Background: an optimization exercise with open tools, aiming at small area. Do not read the settings as production practice. Only simulation tests tie the RTL to the original design; equivalence was not proved. No activity file was given, so power comes from the tool's default toggle rates.

## r30x_engine
module r30x_engine (
    input  wire         clk,
    input  wire         rst,
    input  wire         cmd_valid,
    output wire         cmd_ready,
    input  wire [8:0]   cmd_op,
    input  wire [7:0]   cmd_buf,
    input  wire [15:0]  cmd_page,
    input  wire [15:0]  cmd_start,
    input  wire [15:0]  cmd_count,
    input  wire [31:0]  cmd_word,
    input  wire [7:0]   cmd_num,
    input  wire [7:0]   cmd_content,
    input  wire [7:0]   cmd_code,
    input  wire [8:0]   cmd_dlen,
    input  wire         din_valid,
    output wire         din_ready,
    input  wire [7:0]   din_data,
    output wire         rsp_valid,
    input  wire         rsp_take,
    output reg  [3:0]   rsp_result,
    output wire [8:0]   rsp_op,
    output wire [7:0]   rsp_status,
    output reg          rsp_has_status,
    output reg  [31:0]  rsp_value,
    output wire [31:0]  rsp_addr,
    output wire [3:0]   rsp_enr_state,
    output wire [4:0]   rsp_data_len,
  ...
Settings: LEC_CHECK=0, CAP_MARGIN=20, CORE_MARGIN=2, CORE_UTILIZATION=45, SLEW_MARGIN=20; clock period 45.0 ns.
standard.sh (not shown) runs the stock make flow with config.mk's settings and CLKGATE_MAP_FILE= SYNTH_SCRIPT=/design/flow/synth_recipe.tcl, a recipe that flattens the netlist after the stock synthesis.
==> flow/flow/run.sh <==
#!/bin/bash
# Layout flow: the standard synthesis, then its combinational logic mapped
# again by ABC for area (flip-flops untouched, see resyn.py), then the
# standard ORFS flow from floorplan on, with
#  - port buffers of buf_1 instead of the default clkdlybuf4s50_1
#  - a clock tree of clkbuf_16 with sink clusters of up to 30, no dummy loads
# Each tool's output goes to a log of its own in this folder.
set -euo pipefail
KNOBS=(
  "BUFFER_PORTS_ARGS=-buffer_cell sky130_fd_sc_hd__buf_1"
  "CTS_ARGS=-sink_clustering_enable -repair_clock_nets -dont_use_dummy_load -sink_clustering_size 30 -sink_clustering_max_diameter 50 -buf_list {sky130_fd_sc_hd__clkbuf_16}"
)
bash standard.sh "${KNOBS[@]}" synth > synth_flow.log 2>&1

R="$PWD/orfs/results/$FLOW_PLATFORM/r30x_engine/base"
YOSYS="$FLOW_HOME/../tools/install/yosys/bin/yosys"
[[ -x "$YOSYS" ]] || YOSYS=yosys
cp "$R/1_2_yosys.v" 1_2_yosys_standard.v
if python3 flow/resyn.py \
    "$FLOW_HOME/platforms/$FLOW_PLATFORM/lib/sky130_fd_sc_hd__tt_025C_1v80.lib" \
    "$FLOW_HOME/platforms/$FLOW_PLATFORM/config.mk" \
    1_2_yosys_standard.v "$PWD/1_2_yosys_resyn.v" "$PWD/resyn" "$PWD/flow/area.script" "$YOSYS" \
    > resyn.log 2>&1; then
  cp 1_2_yosys_resyn.v "$R/1_2_yosys.v"
  rm -f "$R/1_synth.odb" "$R/1_synth.sdc"
fi

bash standard.sh "${KNOBS[@]}" finish > standard_flow.log 2>&1
Other scripts of this flow, unchanged in this note and not shown: flow/flow/area.script, flow/flow/resyn.py
The baseline finished clean.
Change:
--- a/flow/flow/run.sh
+++ b/flow/flow/run.sh
@@ -6 +6 @@
-#  - a clock tree of clkbuf_16 with sink clusters of up to 30, no dummy loads
+#  - a clock tree of clkbuf_4/clkbuf_8 with sink clusters of up to 16, no dummy loads
@@ -11 +11 @@
-  "CTS_ARGS=-sink_clustering_enable -repair_clock_nets -dont_use_dummy_load -sink_clustering_size 30 -sink_clustering_max_diameter 50 -buf_list {sky130_fd_sc_hd__clkbuf_16}"
+  "CTS_ARGS=-sink_clustering_enable -repair_clock_nets -dont_use_dummy_load -sink_clustering_size 16 -sink_clustering_max_diameter 50 -buf_list {sky130_fd_sc_hd__clkbuf_4 sky130_fd_sc_hd__clkbuf_8}"
Effect: Design area came out lower by 1.9%; total power came out lower by 8.1%; global-route usage came out lower by 0.16 points; routed wire length is about the same; final cell count is about the same; synthesized cell count is unchanged; clock skew came out higher by 0.040 ns; synthesized area is unchanged; via count came out lower by 0.79%.

---

== JK ==
Another version of the RTL of r30x_engine (not shown whole).
Size in the first run: roughly 2200 cells after synthesis, roughly 20000 sq um of cells after synthesis.
## r30x_engine
module r30x_engine (
    input  wire         clk,
    input  wire         rst,
    input  wire         cmd_valid,
    output wire         cmd_ready,
    input  wire [8:0]   cmd_op,
    input  wire [7:0]   cmd_buf,
    input  wire [15:0]  cmd_page,
    input  wire [15:0]  cmd_start,
    input  wire [15:0]  cmd_count,
    input  wire [31:0]  cmd_word,
    input  wire [7:0]   cmd_num,
    input  wire [7:0]   cmd_content,
    input  wire [7:0]   cmd_code,
    input  wire [8:0]   cmd_dlen,
    input  wire         din_valid,
    output wire         din_ready,
    input  wire [7:0]   din_data,
    output wire         rsp_valid,
    input  wire         rsp_take,
    output reg  [3:0]   rsp_result,
    output wire [8:0]   rsp_op,
    output wire [7:0]   rsp_status,
    output reg          rsp_has_status,
    output reg  [31:0]  rsp_value,
    output wire [31:0]  rsp_addr,
    output wire [3:0]   rsp_enr_state,
    output wire [4:0]   rsp_data_len,
    output wire [159:0] rsp_data,
    output reg  [15:0]  p_status_reg,
    output reg  [15:0]  p_sys_id,
    output reg  [15:0]  p_lib_size,
    output reg  [15:0]  p_sec_level,
    output reg  [31:0]  p_dev_addr,
    output reg  [15:0]  p_pkt_size,
    output reg  [15:0]  p_baud,
    output wire         tx_valid,
    input  wire         tx_ready,
    output wire [7:0]   tx_data,
    output wire         tx_last,
    output wire         tx_write,
    input  wire         rx_valid,
    input  wire [7:0]   rx_data,
    input  wire         rx_last,
    input  wire         ev_timeout,
    input  wire         ev_tpclosed,
    input  wire         ev_delay_elapsed,
    input  wire         ev_cancel,
    output reg          close_evt,
    output reg          delay_start
);
==> flow/config.mk <==
export PLATFORM = sky130hd
export DESIGN_NAME = r30x_engine
export DESIGN_NICKNAME = r30x_engine
export VERILOG_FILES = /design/flow/design.v
export SDC_FILE = /design/flow/constraint.sdc
export NUM_CORES = 4
export LEC_CHECK = 0
export CAP_MARGIN = 20
export CORE_MARGIN = 2
export CORE_UTILIZATION = 45
export SLEW_MARGIN = 20
==> flow/constraint.sdc <==
create_clock -name core_clock -period 45.0 [get_ports {clk}]
set_input_delay 9.0000 -clock core_clock [delete_from_list [all_inputs] [get_ports {clk}]]
set_output_delay 9.0000 -clock core_clock [all_outputs]
set_load 0.01 [all_outputs]
==> flow/flow/run.sh <==
#!/bin/bash
# Layout flow: the standard synthesis, then its combinational logic mapped
# again by ABC for area (flip-flops untouched, see resyn.py), then the
# standard ORFS flow from floorplan on, with
#  - port buffers of buf_1 instead of the default clkdlybuf4s50_1
#  - a clock tree of clkbuf_4/clkbuf_8 with sink clusters of up to 16, no dummy loads
# Each tool's output goes to a log of its own in this folder.
set -euo pipefail
KNOBS=(
  "BUFFER_PORTS_ARGS=-buffer_cell sky130_fd_sc_hd__buf_1"
  "CTS_ARGS=-sink_clustering_enable -repair_clock_nets -dont_use_dummy_load -sink_clustering_size 16 -sink_clustering_max_diameter 50 -buf_list {sky130_fd_sc_hd__clkbuf_4 sky130_fd_sc_hd__clkbuf_8}"
)
bash standard.sh "${KNOBS[@]}" synth > synth_flow.log 2>&1

R="$PWD/orfs/results/$FLOW_PLATFORM/r30x_engine/base"
YOSYS="$FLOW_HOME/../tools/install/yosys/bin/yosys"
[[ -x "$YOSYS" ]] || YOSYS=yosys
cp "$R/1_2_yosys.v" 1_2_yosys_standard.v
if python3 flow/resyn.py \
    "$FLOW_HOME/platforms/$FLOW_PLATFORM/lib/sky130_fd_sc_hd__tt_025C_1v80.lib" \
    "$FLOW_HOME/platforms/$FLOW_PLATFORM/config.mk" \
    1_2_yosys_standard.v "$PWD/1_2_yosys_resyn.v" "$PWD/resyn" "$PWD/flow/area.script" "$YOSYS" \
    > resyn.log 2>&1; then
  cp 1_2_yosys_resyn.v "$R/1_2_yosys.v"
  rm -f "$R/1_synth.odb" "$R/1_synth.sdc"
fi

bash standard.sh "${KNOBS[@]}" finish > standard_flow.log 2>&1
==> flow/flow/area.script <==
&get -n
&st
&dc2
&dch -f
&nf -R 1000 -F 20 -A 20 -E 10
&put
==> flow/flow/resyn.py <==
#!/usr/bin/env python3
"""Re-map the combinational logic of the standard synthesis netlist for area.

usage: resyn.py LIB PLATFORM_CONFIG IN_NETLIST OUT_NETLIST WORKDIR ABC_SCRIPT YOSYS

The flip-flops of IN_NETLIST are read as black boxes and kept exactly as they
are (instance names, cell types, connections); every other cell is read with
its Liberty function, flattened, and mapped again by ABC with ABC_SCRIPT.
Tie cells and pass-through buffers are added the way ORFS's synthesis adds
them.  OUT_NETLIST is written only if the result keeps the same flip-flops.
"""
import os, re, subprocess, sys

lib, cfg, nin, nout, work, script, yosys = sys.argv[1:8]
os.makedirs(work, exist_ok=True)

text = open(lib).read()
i = text.index('cell (')
head, cells, pos = text[:i], [], i
while True:
    j = text.find('cell (', pos)
    if j < 0:
        break
    k = text.index('{', j)
    depth, m = 1, k + 1
    while depth:
        c = text[m]
        if c == '{':
            depth += 1
        elif c == '}':
            depth -= 1
        m += 1
    cells.append(text[j:m])
    pos = m
seq = [c for c in cells if re.search(r'\b(ff|latch|statetable)\s*\(', c)]
comb = [c for c in cells if c not in seq]
open(os.path.join(work, 'comb.lib'), 'w').write(head + '\n'.join(comb) + '\n}\n')
open(os.path.join(work, 'seq.lib'), 'w').write(head + '\n'.join(seq) + '\n}\n')

conf = open(cfg).read()
m = re.search(r'export DONT_USE_CELLS \+= \\\n(.*?)\n\n', conf, re.S)
dont_use = ' '.join('-dont_use ' + c for c in re.findall(r'sky130_fd_sc_hd__\w+', m.group(1)))

out_tmp = os.path.join(work, 'out.v')
ys = f"""read_liberty -lib {work}/seq.lib
read_liberty -ignore_miss_func {work}/comb.lib
read_verilog {nin}
hierarchy -top r30x_engine
flatten
rename -hide w:*.*
opt_clean -purge
abc -liberty {lib} {dont_use} -script {script} -D 45000
read_liberty -lib -ignore_redef {lib}
setundef -zero
splitnets
opt_clean -purge
hilomap -singleton -hicell sky130_fd_sc_hd__conb_1 HI -locell sky130_fd_sc_hd__conb_1 LO
insbuf -buf sky130_fd_sc_hd__buf_4 A X
check -assert -mapped
tee -o {work}/stat.txt stat -liberty {lib}
write_verilog -noattr -nohex -nodec {out_tmp}
"""
open(os.path.join(work, 'resyn.ys'), 'w').write(ys)
with open(os.path.join(work, 'yosys.log'), 'w') as log:
    subprocess.run([yosys, '-s', os.path.join(work, 'resyn.ys')], stdout=log, stderr=subprocess.STDOUT, check=True)

def flops(path):
    v = open(path).read()
    return sorted(re.findall(r'(sky130_fd_sc_hd__e?df\w+)\s+(\S+)\s*\(', v))

a, b = flops(nin), flops(out_tmp)
if not a or a != b:
    sys.exit(f'flip-flops changed: {len(a)} before, {len(b)} after')
if re.search(r'[/:]', ' '.join(re.findall(r'\\(\S+)', open(out_tmp).read()))):
    sys.exit('a name contains / or :')
os.replace(out_tmp, nout)
print(f'resyn: {len(a)} flip-flops kept')
JK went all the way through synthesis, placement and routing and the layout is clean on timing, DRC and antenna.
Edits applied to the flow inputs when going from JK to MS:
==> flow/flow/area.script <==
&get -n
&st
&dc2
&dch -f
&nf -R 1000 -F 20 -A 20 -E 10
&st
&dc2
&dch -f
&nf -R 1000 -F 20 -A 20 -E 10
&st
&dc2
&dch -f
&nf -R 1000 -F 20 -A 20 -E 10
&put
-- flow/flow/resyn.py --
<<< JK, line 47
read_verilog {nin}
hierarchy -top r30x_engine
flatten
rename -hide w:*.*
>>> MS, line 47
read_verilog {nin}
hierarchy -top r30x_engine
rename -hide w:_*
flatten
rename -hide w:*.*
## What came out
- When MS is set beside JK, its final-layout clock buffer total turns out to be 2.1% smaller.
- Non-clock buffer instance count of the final layout ended up about 0.33% lower on MS than on JK.
- MS vs JK: average via count per standard cell up
- Fraction of area in registers ends up lower on JK.
- Of MS and JK, JK shows the higher cell count of the worst reg-to-reg path, with MS below it.
- Post-route met1 wirelength grows by a few percent when moving from JK to MS.
- Min part of the cycle the worst path needs across MS and JK: MS
- Looking at MS and JK, the number of nets in the finished design is a wash.

---

r30x_engine, a different RTL version from the one above (not shown whole).
Size in the first run: roughly 1700 cells after synthesis, ~560 I/O pins.
clock: 45.0 ns
lec_check: 0
cap_margin: 20
core_margin: 2
core_utilization: 55
slew_margin: 20
Scripts as last shown in full above: flow/flow/run.sh
Other scripts of this flow, unchanged in this note and not shown: flow/flow/area.script, flow/flow/resyn.py
Rerun with:
--- a/flow/config.mk
+++ b/flow/config.mk
@@ -9,3 +9,3 @@
 export CORE_MARGIN = 2
-export CORE_UTILIZATION = 55
+export CORE_UTILIZATION = 45
 export SLEW_MARGIN = 20
Outcome:
- The new run completed without violations
- sequential power increases by about 1%
- flip-flop and latch count is unchanged
- combinational power barely changes
- wire length went up by 4.8%
- core utilization came out lower by 12 points
- worst setup slack degrades by 0.15 ns
- synthesized cell count is unchanged

---

Another version of the RTL of r30x_engine (not shown whole).
Size: about 1700 cells after synthesis, about 560 I/O pins, roughly 19000 sq um of cells after synthesis.
Settings: LEC_CHECK=0, CAP_MARGIN=0, CORE_MARGIN=2, CORE_UTILIZATION=45, SLEW_MARGIN=0; clock period 45.0 ns.
Scripts as last shown in full above: flow/flow/run.sh
Other scripts of this flow, unchanged in this note and not shown: flow/flow/area.script, flow/flow/resyn.py
Edit:
- CAP_MARGIN: 0 -> 20
- SLEW_MARGIN: 0 -> 20
The new run completed without violations. Clock power goes up slightly. Critical path depth is unchanged. Synthesized area does not change. Total power rises slightly. Design area is about the same. Via count goes up slightly. Global-route usage rises by 0.24 points. Cell count stays flat.

---

r30x_engine with an RTL version that a note above also has.
Size: ~2,300 cells after synthesis, ~450 flip-flops, roughly 560 I/O pins, roughly 0.022 mm2 of cells after synthesis.
Settings: LEC_CHECK=0, CAP_MARGIN=0, CORE_MARGIN=2, CORE_UTILIZATION=45, SLEW_MARGIN=0; clock period 45.0 ns.
==> flow/flow/run.sh <==
#!/bin/bash
# Standard ORFS layout (the standard.sh) with two changes that only affect cell choice:
#  - port buffers use buf_1 instead of the default clkdlybuf4s50_1
#  - the clock tree uses clkbuf_4/clkbuf_8 with sink clusters of up to 16, without dummy loads
# The whole make output goes to standard_flow.log; ORFS keeps each step's log under orfs/logs.
set -euo pipefail
bash standard.sh \
  "BUFFER_PORTS_ARGS=-buffer_cell sky130_fd_sc_hd__buf_1" \
  "CTS_ARGS=-sink_clustering_enable -repair_clock_nets -dont_use_dummy_load -sink_clustering_size 16 -sink_clustering_max_diameter 50 -buf_list {sky130_fd_sc_hd__clkbuf_4 sky130_fd_sc_hd__clkbuf_8}" \
  finish > standard_flow.log 2>&1
==> next run, changes <==
Settings changed: CAP_MARGIN 0 to 20, SLEW_MARGIN 0 to 20.
Result: Sequential power stays flat; sequential share of layout area barely changes; core utilization is about the same; combinational power barely changes.
==> next run, changes <==
--- a/flow/flow/run.sh
+++ b/flow/flow/run.sh
@@ -7,4 +7,4 @@
 bash standard.sh \
   "BUFFER_PORTS_ARGS=-buffer_cell sky130_fd_sc_hd__buf_1" \
-  "CTS_ARGS=-sink_clustering_enable -repair_clock_nets -dont_use_dummy_load -sink_clustering_size 16 -sink_clustering_max_diameter 50 -buf_list {sky130_fd_sc_hd__clkbuf_4 sky130_fd_sc_hd__clkbuf_8}" \
+  "CTS_ARGS=-sink_clustering_enable -repair_clock_nets -dont_use_dummy_load -sink_clustering_size 12 -sink_clustering_max_diameter 40 -buf_list {sky130_fd_sc_hd__clkbuf_4}" \
   finish > standard_flow.log 2>&1
=>
- maximum frequency stays flat
- flip-flop and latch count does not change
- total power shrinks by 1.6%
- via count went up by 0.83%
- die area is unchanged
- first-iteration DRC count is about the same
- design area is lower by 0.34%
- worst setup slack is better by 0.019 ns
- worst hold slack stays flat

---

Another version of the RTL of r30x_engine (not shown whole).
Size in the first run: about 2300 cells after synthesis, roughly 510 flip-flops.
==> flow/config.mk <==
export PLATFORM = sky130hd
export DESIGN_NAME = r30x_engine
export DESIGN_NICKNAME = r30x_engine
export VERILOG_FILES = /design/flow/design.v
export SDC_FILE = /design/flow/constraint.sdc
export NUM_CORES = 4
export LEC_CHECK = 0
export CAP_MARGIN = 20
export CORE_MARGIN = 2
export CORE_UTILIZATION = 35
export SLEW_MARGIN = 20
==> flow/constraint.sdc <==
create_clock -name core_clock -period 45.0 [get_ports {clk}]
set_input_delay 9.0000 -clock core_clock [delete_from_list [all_inputs] [get_ports {clk}]]
set_output_delay 9.0000 -clock core_clock [all_outputs]
set_load 0.01 [all_outputs]
==> flow/flow/run.sh <==
#!/bin/bash
# Standard ORFS layout with two changes that only affect cell choice:
#  - port buffers use buf_1 instead of the default (clkdlybuf4s50_1)
#  - clock tree built from smaller clock buffers, without dummy loads
set -euo pipefail
bash standard.sh \
  "BUFFER_PORTS_ARGS=-buffer_cell sky130_fd_sc_hd__buf_1" \
  "CTS_ARGS=-sink_clustering_enable -repair_clock_nets -dont_use_dummy_load -buf_list {sky130_fd_sc_hd__clkbuf_4 sky130_fd_sc_hd__clkbuf_8}" \
  finish > standard_flow.log 2>&1
Edit:
==> flow/run.sh (new file) <==
#!/bin/bash
# synth_recipe.tcl (not shown) runs the flow's synth.tcl, then flattens the netlist and writes it again
# the make line also repeats each setting of config.mk as NAME=value (left out here)
make -C /OpenROAD-flow-scripts/flow DESIGN_CONFIG=/design/flow/config.mk WORK_HOME=/design/flow/orfs CLKGATE_MAP_FILE= SYNTH_SCRIPT=/design/flow/synth_recipe.tcl finish
removed: flow/flow/run.sh
removed: flow/standard.sh
Cell area went up by about a fifth.
Setup slack degrades by 740 ps.
Maximum frequency went down by a few percent.
Sequential power is about the same.
Core utilization went up by 6.3 points.
Worst hold slack stays flat.
Clock-buffer cell count went down by 10.
Area after synthesis does not change.

## afterwards: timing with drivers on the ports
How much do the figures lean on ideal ports? The routed layouts below were timed once more, with nothing changed but the port constraints.
Step 1, drivers: a clkbuf_16 drives clk and a buf_2 each remaining input, both assumed.
Step 2 times the ports against the registers' clock, not the clock port: input delays grow and output delays shrink by t, the midpoint of the rising clock arrivals with the driver on.
Three values: ideal ports, drivers, drivers and shift; two values: the first two.
run | t (ns) | setup WS [ns] | worst data-port slew with drivers (ns)
the first run of note 1 | 0.615 | 26.019 / 25.993 / 25.993 | 0.12
the second run of note 1 | 0.668 | 26.032 / 26.006 / 26.006 | 0.12
JK | 0.692 | 26.354 / 26.330 / 26.330 | 0.06
MS | 0.686 | 26.446 / 26.421 / 26.421 | 0.14
the first run of note 3 | 0.629 | 26.371 / 26.336 / 26.336 | 0.10
the second run of note 3 | 0.681 | 26.225 / 26.179 / 26.179 | 0.09
the first run of note 4 | 0.673 | 26.370 / 26.346 / 26.346 | 0.06
the second run of note 4 | 0.675 | 26.380 / 26.356 / 26.356 | 0.07
the first run of note 5 | 0.671 | 26.153 / 26.066 / 26.066 | 0.10
the second run of note 5 | 0.681 | 26.149 / 26.059 / 26.059 | 0.10
the third run of note 5 | 0.862 | 26.169 / 26.078 / 26.078 | 0.10
the first run of note 6 | 0.689 | 26.326 / 26.219 / 26.219 | 0.13
the second run of note 6 | 0.676 | 25.583 / 25.449 / 25.449 | 0.13
After both steps every run listed still meets setup and hold. The setup slack of the second run of note 6, which loses most, moves by -0.134 ns with the drivers and by -0.134 ns with both steps.
